This design comes from an exercise in tuning for small area and few clock cycles per item on the open sky130 flow, not from production work. No functional check of the RTL was part of this run. Power is estimated from default activity; no workload was simulated.

File: config.mk
export PLATFORM = sky130hd
export DESIGN_NAME = bfc
export DESIGN_NICKNAME = bfc
export VERILOG_FILES = /design/flow/design.v
export SDC_FILE = /design/flow/constraint.sdc
export NUM_CORES = 4
export LEC_CHECK = 0
export ABC_AREA = 1
export CAP_MARGIN = 20
export CORE_MARGIN = 2
export CORE_UTILIZATION = 60
export PLACE_DENSITY = 0.75
export SLEW_MARGIN = 20
File: constraint.sdc
create_clock -name core_clock -period 7.0 [get_ports {clk}]
set_input_delay 1.4000 -clock core_clock [delete_from_list [all_inputs] [get_ports {clk}]]
set_output_delay 1.4000 -clock core_clock [all_outputs]
set_load 0.01 [all_outputs]
File: design.v
module bfc (
    input  wire        clk,
    input  wire        rst,         
    input  wire        cmd_valid,
    output wire        cmd_ready,
    input  wire [31:0] cmd_data,
    output wire        rsp_valid,
    input  wire        rsp_ready,
    output wire [31:0] rsp_data
);
    reg  [7:0] csum;
    reg  [2:0] status;      
    reg        ctrl_ckenf;
    assign cmd_ready = rsp_ready;
    assign rsp_valid = cmd_valid;
    wire accept = cmd_valid && rsp_ready;
    wire [7:0] op = cmd_data[31:24];
    wire [7:0] f2 = cmd_data[23:16];
    wire [7:0] f1 = cmd_data[15:8];
    wire [7:0] f0 = cmd_data[7:0];
    wire [3:0] bf_w  = cmd_data[15:12];
    wire [3:0] bf_lo = cmd_data[11:8];
    wire       hi0 = (op[7:6] == 2'b00);
    wire [3:0] n   = op[3:0];
    wire       g0  = hi0 && (op[5:4] == 2'd0);
    wire       g1  = hi0 && (op[5:4] == 2'd1);
    wire       g2  = hi0 && (op[5:4] == 2'd2);
    wire       g3  = hi0 && (op[5:4] == 2'd3);
    wire [15:0] nd;
    genvar gi;
    generate
        for (gi = 0; gi < 16; gi = gi + 1) begin : g_nd
            assign nd[gi] = (n == gi);
        end
    endgenerate
    wire s_strd  = g0 & nd[1];
    wire s_stclr = g0 & nd[2];
    wire s_ctrd  = g0 & nd[3];
    wire s_ctwr  = g0 & nd[4];
    wire s_bfx   = g0 & nd[8];
    wire s_bfi   = g0 & nd[9];
    wire s_ucur  = g1 & nd[0];
    wire s_udtr  = g1 & nd[1];
    wire s_usen  = g1 & nd[2];
    wire s_uosc  = g1 & nd[3];
    wire s_ulfo  = g1 & nd[4];
    wire s_ufbk  = g1 & nd[5];
    wire s_ualg  = g1 & nd[6];
    wire s_utrn  = g1 & nd[7];
    wire s_uu99  = g1 & nd[8];
    wire s_usiz  = g1 & nd[9];
    wire s_pcur  = g2 & nd[0];
    wire s_pdtr  = g2 & nd[1];
    wire s_psen  = g2 & nd[2];
    wire s_posc  = g2 & nd[3];
    wire s_plfo  = g2 & nd[4];
    wire s_pfbk  = g2 & nd[5];
    wire s_palg  = g2 & nd[6];
    wire s_ptrn  = g2 & nd[7];
    wire s_pu99  = g2 & nd[8];
    wire s_psiz  = g2 & nd[9];
    wire s_ckclr = g3 & nd[0];
    wire s_ckadd = g3 & nd[1];
    wire s_ckrd  = g3 & nd[2];
    wire s_ckcmp = g3 & nd[3];
    wire z16 = (cmd_data[23:16] == 8'd0);
    wire z14 = z16 && (cmd_data[15:14] == 2'd0);
    wire z8  = z14 && (cmd_data[13:8] == 6'd0);
    wire z3  = z8  && (cmd_data[7:3] == 5'd0);
    wire z1  = z3  && (cmd_data[2:1] == 2'd0);
    wire z0  = z1  && !cmd_data[0];
    wire [4:0] bf_end     = {1'b0, bf_lo} + {1'b0, bf_w};
    wire       bf_geom_ok = (bf_w != 4'd0) && !bf_end[4] &&
                            (!bf_end[3] || (bf_end[2:0] == 3'd0));
    wire legal =
        (g0 & (nd[0] | nd[1] | nd[3]) & z0) |
        (s_stclr & z3) |
        (s_ctwr & z1) |
        (s_bfx & z16 & bf_geom_ok) |
        (s_bfi & bf_geom_ok) |
        (g1 & (n <= 4'd8) & z8) |
        (s_usiz & z16) |
        (g2 & (nd[0] | nd[1] | nd[2] | nd[3] | nd[5]) & z16) |
        s_plfo |
        (g2 & (nd[6] | nd[7] | nd[8]) & z8) |
        (s_psiz & z14) |
        (g3 & (nd[0] | nd[2]) & z0) |
        (g3 & (nd[1] | nd[3]) & z8);
    wire [8:0] bf_mask9 = (9'd1 << bf_w) - 9'd1;
    wire [7:0] bf_mask  = bf_mask9[7:0];
    wire [7:0] bfx_val  = (f0 >> bf_lo) & bf_mask;
    wire [7:0] bf_imask = bf_mask << bf_lo;
    wire [7:0] bfi_val  = (f0 & ~bf_imask) | ((f2 << bf_lo) & bf_imask);
    wire       dtrs_err = (f0[6:3] == 4'd15);
    wire [3:0] dtrs_d   = f0[6:3] + 4'd9;                  
    wire [7:0] dtrs_det = dtrs_err ? 8'd7 : {{4{f0[6:3] < 4'd7}}, dtrs_d};
    wire       sens_err = |f0[7:5];
    wire [2:0] sens_val = sens_err ? 3'd7 : f0[4:2];
    wire       osc_err  = |f0[7:6];
    wire [4:0] osc_val  = osc_err ? 5'd31 : f0[5:1];
    wire       lfo_err  = f0[3] & f0[2];
    wire [2:0] lfo_val  = {f0[3], f0[2] & ~f0[3], f0[1] | lfo_err};
    wire       trn_err  = (f0 > 8'd48);
    wire [7:0] trn_val  = trn_err ? 8'd24 : (f0 - 8'd24);
    wire       u99_err  = (f0 > 8'd99);
    wire [7:0] u99_val  = u99_err ? 8'd99 : f0;
    wire [5:0] alg_u    = {1'b0, f0[4:0]} + 6'd1;
    wire [4:0] alg_p    = f0[4:0] - 5'd1;
    wire [3:0] dtrs_p   = f1[3:0] + 4'd7;
    wire [7:0] trn_p    = f0 + 8'd24;
    wire [7:0] csum_sub = csum - f0;
    wire       ck_miss  = (f0 != {1'b0, csum[6:0]});
    wire e0 = (s_utrn & trn_err) | (s_uu99 & u99_err);
    wire e1 = (s_udtr & dtrs_err) | (s_usen & sens_err) |
              (s_uosc & osc_err) | (s_ulfo & lfo_err);
    wire ckm = s_ckcmp & ck_miss;
    wire [7:0] r0 =
        ({8{s_strd}}  & {5'd0, status}) |
        ({8{s_stclr}} & {5'd0, status & ~f0[2:0]}) |
        ({8{s_ctrd}}  & {7'd0, ctrl_ckenf}) |
        ({8{s_ctwr}}  & {7'd0, f0[0]}) |
        ({8{s_bfx}}   & bfx_val) |
        ({8{s_bfi}}   & bfi_val) |
        ({8{s_ucur | s_usen}} & {6'd0, f0[1:0]}) |
        ({8{s_udtr | s_ufbk}} & {5'd0, f0[2:0]}) |
        ({8{s_uosc | s_ulfo}} & {7'd0, f0[0]}) |
        ({8{s_ualg}}  & {2'd0, alg_u}) |
        ({8{s_utrn}}  & trn_val) |
        ({8{s_uu99}}  & u99_val) |
        ({8{s_usiz}}  & {f1[0] | f0[7], f0[6:0]}) |
        ({8{s_pcur}}  & {4'd0, f1[1:0], f0[1:0]}) |
        ({8{s_pdtr}}  & {1'b0, dtrs_p, f0[2:0]}) |
        ({8{s_psen}}  & {f1[5:0], f0[1:0]}) |
        ({8{s_posc}}  & {f1[6:0], f0[0]}) |
        ({8{s_plfo}}  & {1'b0, f2[2:0], f1[2:0], f0[0]}) |
        ({8{s_pfbk}}  & {4'd0, f1[0], f0[2:0]}) |
        ({8{s_palg}}  & {3'd0, alg_p}) |
        ({8{s_ptrn}}  & trn_p) |
        ({8{s_pu99}}  & f0) |
        ({8{s_psiz}}  & {1'b0, f0[6:0]}) |
        ({8{s_ckadd}} & csum_sub) |
        ({8{s_ckrd | s_ckcmp}} & {1'b0, csum[6:0]});
    wire [7:0] r1 =
        ({8{s_ucur}}  & {6'd0, f0[3:2]}) |
        ({8{s_udtr}}  & dtrs_det) |
        ({8{s_usen}}  & {5'd0, sens_val}) |
        ({8{s_uosc}}  & {3'd0, osc_val}) |
        ({8{s_ulfo}}  & {5'd0, lfo_val}) |
        ({8{s_ufbk}}  & {7'd0, f0[3]}) |
        ({8{s_usiz}}  & {1'b0, f1[7:1]}) |
        ({8{s_psiz}}  & {1'b0, f1[5:0], f0[7]}) |
        ({8{s_ckrd}}  & csum) |
        ({8{s_ckcmp}} & f0);
    wire [7:0] r2 =
        ({8{s_ulfo}}  & {5'd0, f0[6:4]}) |
        ({8{s_usiz}}  & {f1[7:1], f1[0] | f0[7]});
    wire [31:0] rsp_next = legal ? {4'd0, ckm, 1'b0, e1, e0, r2, r1, r0}
                                 : 32'h8000_0000;
    assign rsp_data = rsp_next;
    wire do_cmd = accept && legal;
    always @(posedge clk) begin
        if (rst) begin
            csum       <= 8'd0;
            status     <= 3'd0;
            ctrl_ckenf <= 1'b0;
        end else if (accept) begin
            if (legal) begin
                if (s_ckclr)
                    csum <= 8'd0;
                else if (s_ckadd)
                    csum <= csum_sub;
                if (s_ctwr)
                    ctrl_ckenf <= f0[0];
                status <= (status & ~({3{s_stclr}} & f0[2:0])) |
                          {1'b0, ckm, e0 | e1 | (ckm & ctrl_ckenf)};
            end else begin
                status[2] <= 1'b1;
            end
        end
    end
endmodule
File: run.sh
#!/bin/bash
# synth_recipe.tcl (not shown) runs the flow's synth.tcl, then flattens the netlist and writes it again
# the make line also repeats each setting of config.mk as NAME=value (left out here)
make -C /OpenROAD-flow-scripts/flow DESIGN_CONFIG=/design/flow/config.mk WORK_HOME=/design/flow/orfs CLKGATE_MAP_FILE= SYNTH_SCRIPT=/design/flow/synth_recipe.tcl finish
==> summary.txt <==
Clocking
  – Clk Latency, worst-skew pair: 0.24 ns
  – CTS tree: built
  – Root Buffer: clkbuf_8
  – TritonCTS buffer count: 3
  – Hold-fix buffers, CTS: 0
  – Clock-pin slew of the registers on the worst-case setup and hold paths: 0.05 ns
  – H-tree depth: 1
  – Sink Count: 12
  – # resized after CTS: 0
  – # Post-CTS Setup Buffers: 0
  – Longest Clk Path Bufs: 2

Routing
  – Final antenna-violating net count: 0
  – 1st-iter DRT viols: about 840
  – Pre-antenna DRT Iters: 8
  – WL per Instance: 18.5 um
  – Via/cell ratio: 6.36
  – Detailed-route via count: 5912
  – DRC errors left: 0
  – WL final: about 17 mm

Synth
  – Synth Register Bits: 12
  – Syn Std Cell Area: 0.00407 mm^2
  – Most common library cells after synthesis: nand2_1, nor2_1, inv_1
  – Post-Syn Area per Cell: 5.11 um^2
  – Dominant cells by area after synthesis: nand2_1, nor2_1, nand3_1
  – Netlist cell types: 46
  – Async S/R FF share, synth: 0%
  – Ys flop type: dfxtp_1
  – Synth area leader: nand2_1
  – Register area share after synthesis: 5.90%
  – Post-synth EDFFs: 0
  – Cell with the most instances after synthesis: nand2_1
  – Synth top area share: 20.1%
  – YS warnings: 1
  – Mapped Cells: between 700 and 800

Critical path
  – Setup CP Type: in2out
  – Startpoint types: input port
  – Required time of the worst setup path: about 5.6 ns
  – Worst path slowest cell: clkdlybuf4s50_1
  – Setup crit end kind: output pin
  – Crit-path max cell delay: around 0.76 ns
  – Most frequent CP cell: clkdlybuf4s50_1
  – Worst-path fanout max: 26
  – Critical-path cell list: clkdlybuf4s50_1, inv_1, fa_1, or2_2, nand4_1, nand2_1, nand3_1, nand2_4, nor2_4, clkdlybuf4s50_1
  – Crit path DAT: 4.71 ns

STA
  – Fin. max-slew vios: 0
  – Sum Neg Setup Slack: 0 ns
  – Final min period: between 6 and 7 ns
  – Setup violations, final: 0
  – Slew at the pin closest to its max-slew limit: between 0.6 and 0.7 ns
  – Tcrit/Tclk final: 87.3%
  – Skew final: 0.00457 ns
  – Unrepaired setup endpoints after global routing: no
  – Final hold violation count: 0
  – Max frequency: 164 MHz
  – Max_slew headroom: 53.1%

Floorplan
  – Die height: 86.4 um
  – Num rows: 30
  – Core area: 0.00668 mm^2
  – Initial Utilization: around three fifths
  – Die W: 86.4 um
  – Die ar.: 0.00746 mm^2
  – IO Count: 70

GRT
  – Pin count of the biggest net entering global routing: 32
  – Antenna violations before repair: 0
  – First-pass GRT wire length: 26.8 mm
  – Vias in the first global route: between 5000 and 6000
  – Grt total ovfl: 0
  – Global Route Usage Sum: 45.5%

Power and ir drop
  – Leakage: ~2.2 nW
  – VDD IR max: around 0.13 mV
  – Power Dens Cells: roughly 63 mW/mm^2

Place
  – Input/output buffers: 65
  – Gpl congestion: 1.14
  – Detail Placement HPWL: between 10 and 15 mm

Layout
  – Layout cell share with drive strength beyond 1: 5.54%
  – P&R area growth vs syn: 17.6%
  – N_diodes: 0
  – Number of fill cells: 654
  – NumNets Final: 907
  – Core Util, Final: a little under three quarters

Run
  – Max cap viols: 0

Min path
  – Worst min path class: reg2reg

Run status
  – Run status: complete, no violations
per-stage QoR:
stage	hold slack (ns)	instances	total power, mW	worst slack (ns)	area [um^2]
after global placement	0.468	926	0.231	1.02	4750
after global routing	0.514	929	0.319	0.736	4790
after CTS	0.483	929	0.295	0.938	4790
final	0.487	929	0.301	0.892	4790
after floorplan	0.442	800	0.174	2.42	4080
after detailed placement	0.475	926	0.234	0.938	4750
cell usage in the layout, fill, tap and decap left out, types with 8 or more instances in the layout:
master / Yosys / routed
dfxtp_1: 12 / 12
nand2_1: 218 / 218
nor2_4: 8 / 8
nor3_1: 16 / 16
o22ai_1: 8 / 8
nand3_1: 81 / 81
nor2_2: 8 / 8
nand4_1: 18 / 18
o21ai_0: 55 / 55
nor2_1: 114 / 114
buf_4: 7 / 9
inv_1: 90 / 90
ha_1: 18 / 18
xor2_1: 10 / 10
clkdlybuf4s50_1: 0 / 65
a21oi_1: 53 / 53
registers in the layout, indices dropped and copies added, names as in the netlist:
register	cells
status	3
ctrl_ckenf	1
csum	8
layout make-up:
class | instances | area [um^2] | area share (%)
Clock buffer | 3 | 41.3 | 0.863
Multi-Input combinational cell | 661 | 3320 | 69.3
Sequential cell | 12 | 240 | 5.02
Timing Repair Buffer | 74 | 718 | 15.0
Tap cell | 80 | 100 | 2.09
Inverter | 99 | 372 | 7.76
power by group:
part           switching [mW]  internal [mW]
clock network          0.0226         0.0377
registers            0.000237         0.0689
logic                   0.114         0.0578
total                   0.137          0.164
logic make-up (layout without fill, tap and decap cells):
| group | Yosys count | after routing | share of synthesized area [%] |
|---|---|---|---|
| AND/OR/NAND/NOR | 480 | 480 | 52.0 |
| buffers and inverters | 127 | 176 | 12.9 |
| XOR/XNOR | 12 | 12 | 2.58 |
| other | 1 | 4 | 0.0921 |
| AO/OA/AOI/OAI | 145 | 145 | 20.0 |
| adder cells (fa/ha/maj) | 20 | 20 | 6.52 |
| flip-flops | 12 | 12 | 5.90 |
path summary, 6_finish.rpt:
path                          startpoint                      to  slack (ns)  cells after the start
setup / recovery            cmd_data[13]            rsp_data[31]        0.89                     10
hold / removal    status[0]$_SDFFE_PP0P_  status[0]$_SDFFE_PP0P_        0.49                      2
setup reg to reg    csum[0]$_SDFFE_PP0P_    csum[6]$_SDFFE_PP0P_        4.92                     17
hold reg to reg   status[0]$_SDFFE_PP0P_  status[0]$_SDFFE_PP0P_        0.49                      2
per-layer routing:
metal | routed length [um] | part of all wire, % | track usage, % | up-vias
met3 | 2040 | 12 | 9.05 | 136
met4 | 1200 | 7.0 | 28.0 | 0
met5 | 0 | 0 | 0 | -
met1 | 6360 | 37 | 55.4 | 2557
met2 | 7560 | 44 | 73.4 | 495
li1 | - | - | - | 2724
critical path, delay by kind of cell:
| family | cells | cell delay, ns |
|---|---|---|
| adders and majority gates | 1 | 0.46 |
| buffers and inverters | 3 | 1.64 |
| and+or+nand+nor | 6 | 1.19 |

[re-timing with driven ports]
No port has a modelled driver above. Below, the same layout with a new extraction and two added sets of constraints.
Step 1 (the two cells are an assumption about what drives the block):
set clk [get_ports {clk}]
set_driving_cell -lib_cell sky130_fd_sc_hd__clkbuf_16 $clk
set_driving_cell -lib_cell sky130_fd_sc_hd__buf_2 [delete_from_list [all_inputs] $clk]
Step 2 moves the port delays by t, midway between the first and last clock arrival at a register: inputs arrive t later, outputs are due t later. That takes back most of the time a late clock gives input paths.
Slacks: ideal ports / drivers / drivers and shift; pairs: ideal ports / drivers.
shift t [ns]: 0.256
setup slack, ns: 0.892 / 0.858 / 0.858
worst setup path after step 2: input to output
slew at the worst register clock pin (ns): 0.05 / 0.05
After both steps setup and hold are still met in this run. The setup slack of this run moves by -0.034 ns with the drivers and by -0.034 ns with both steps.
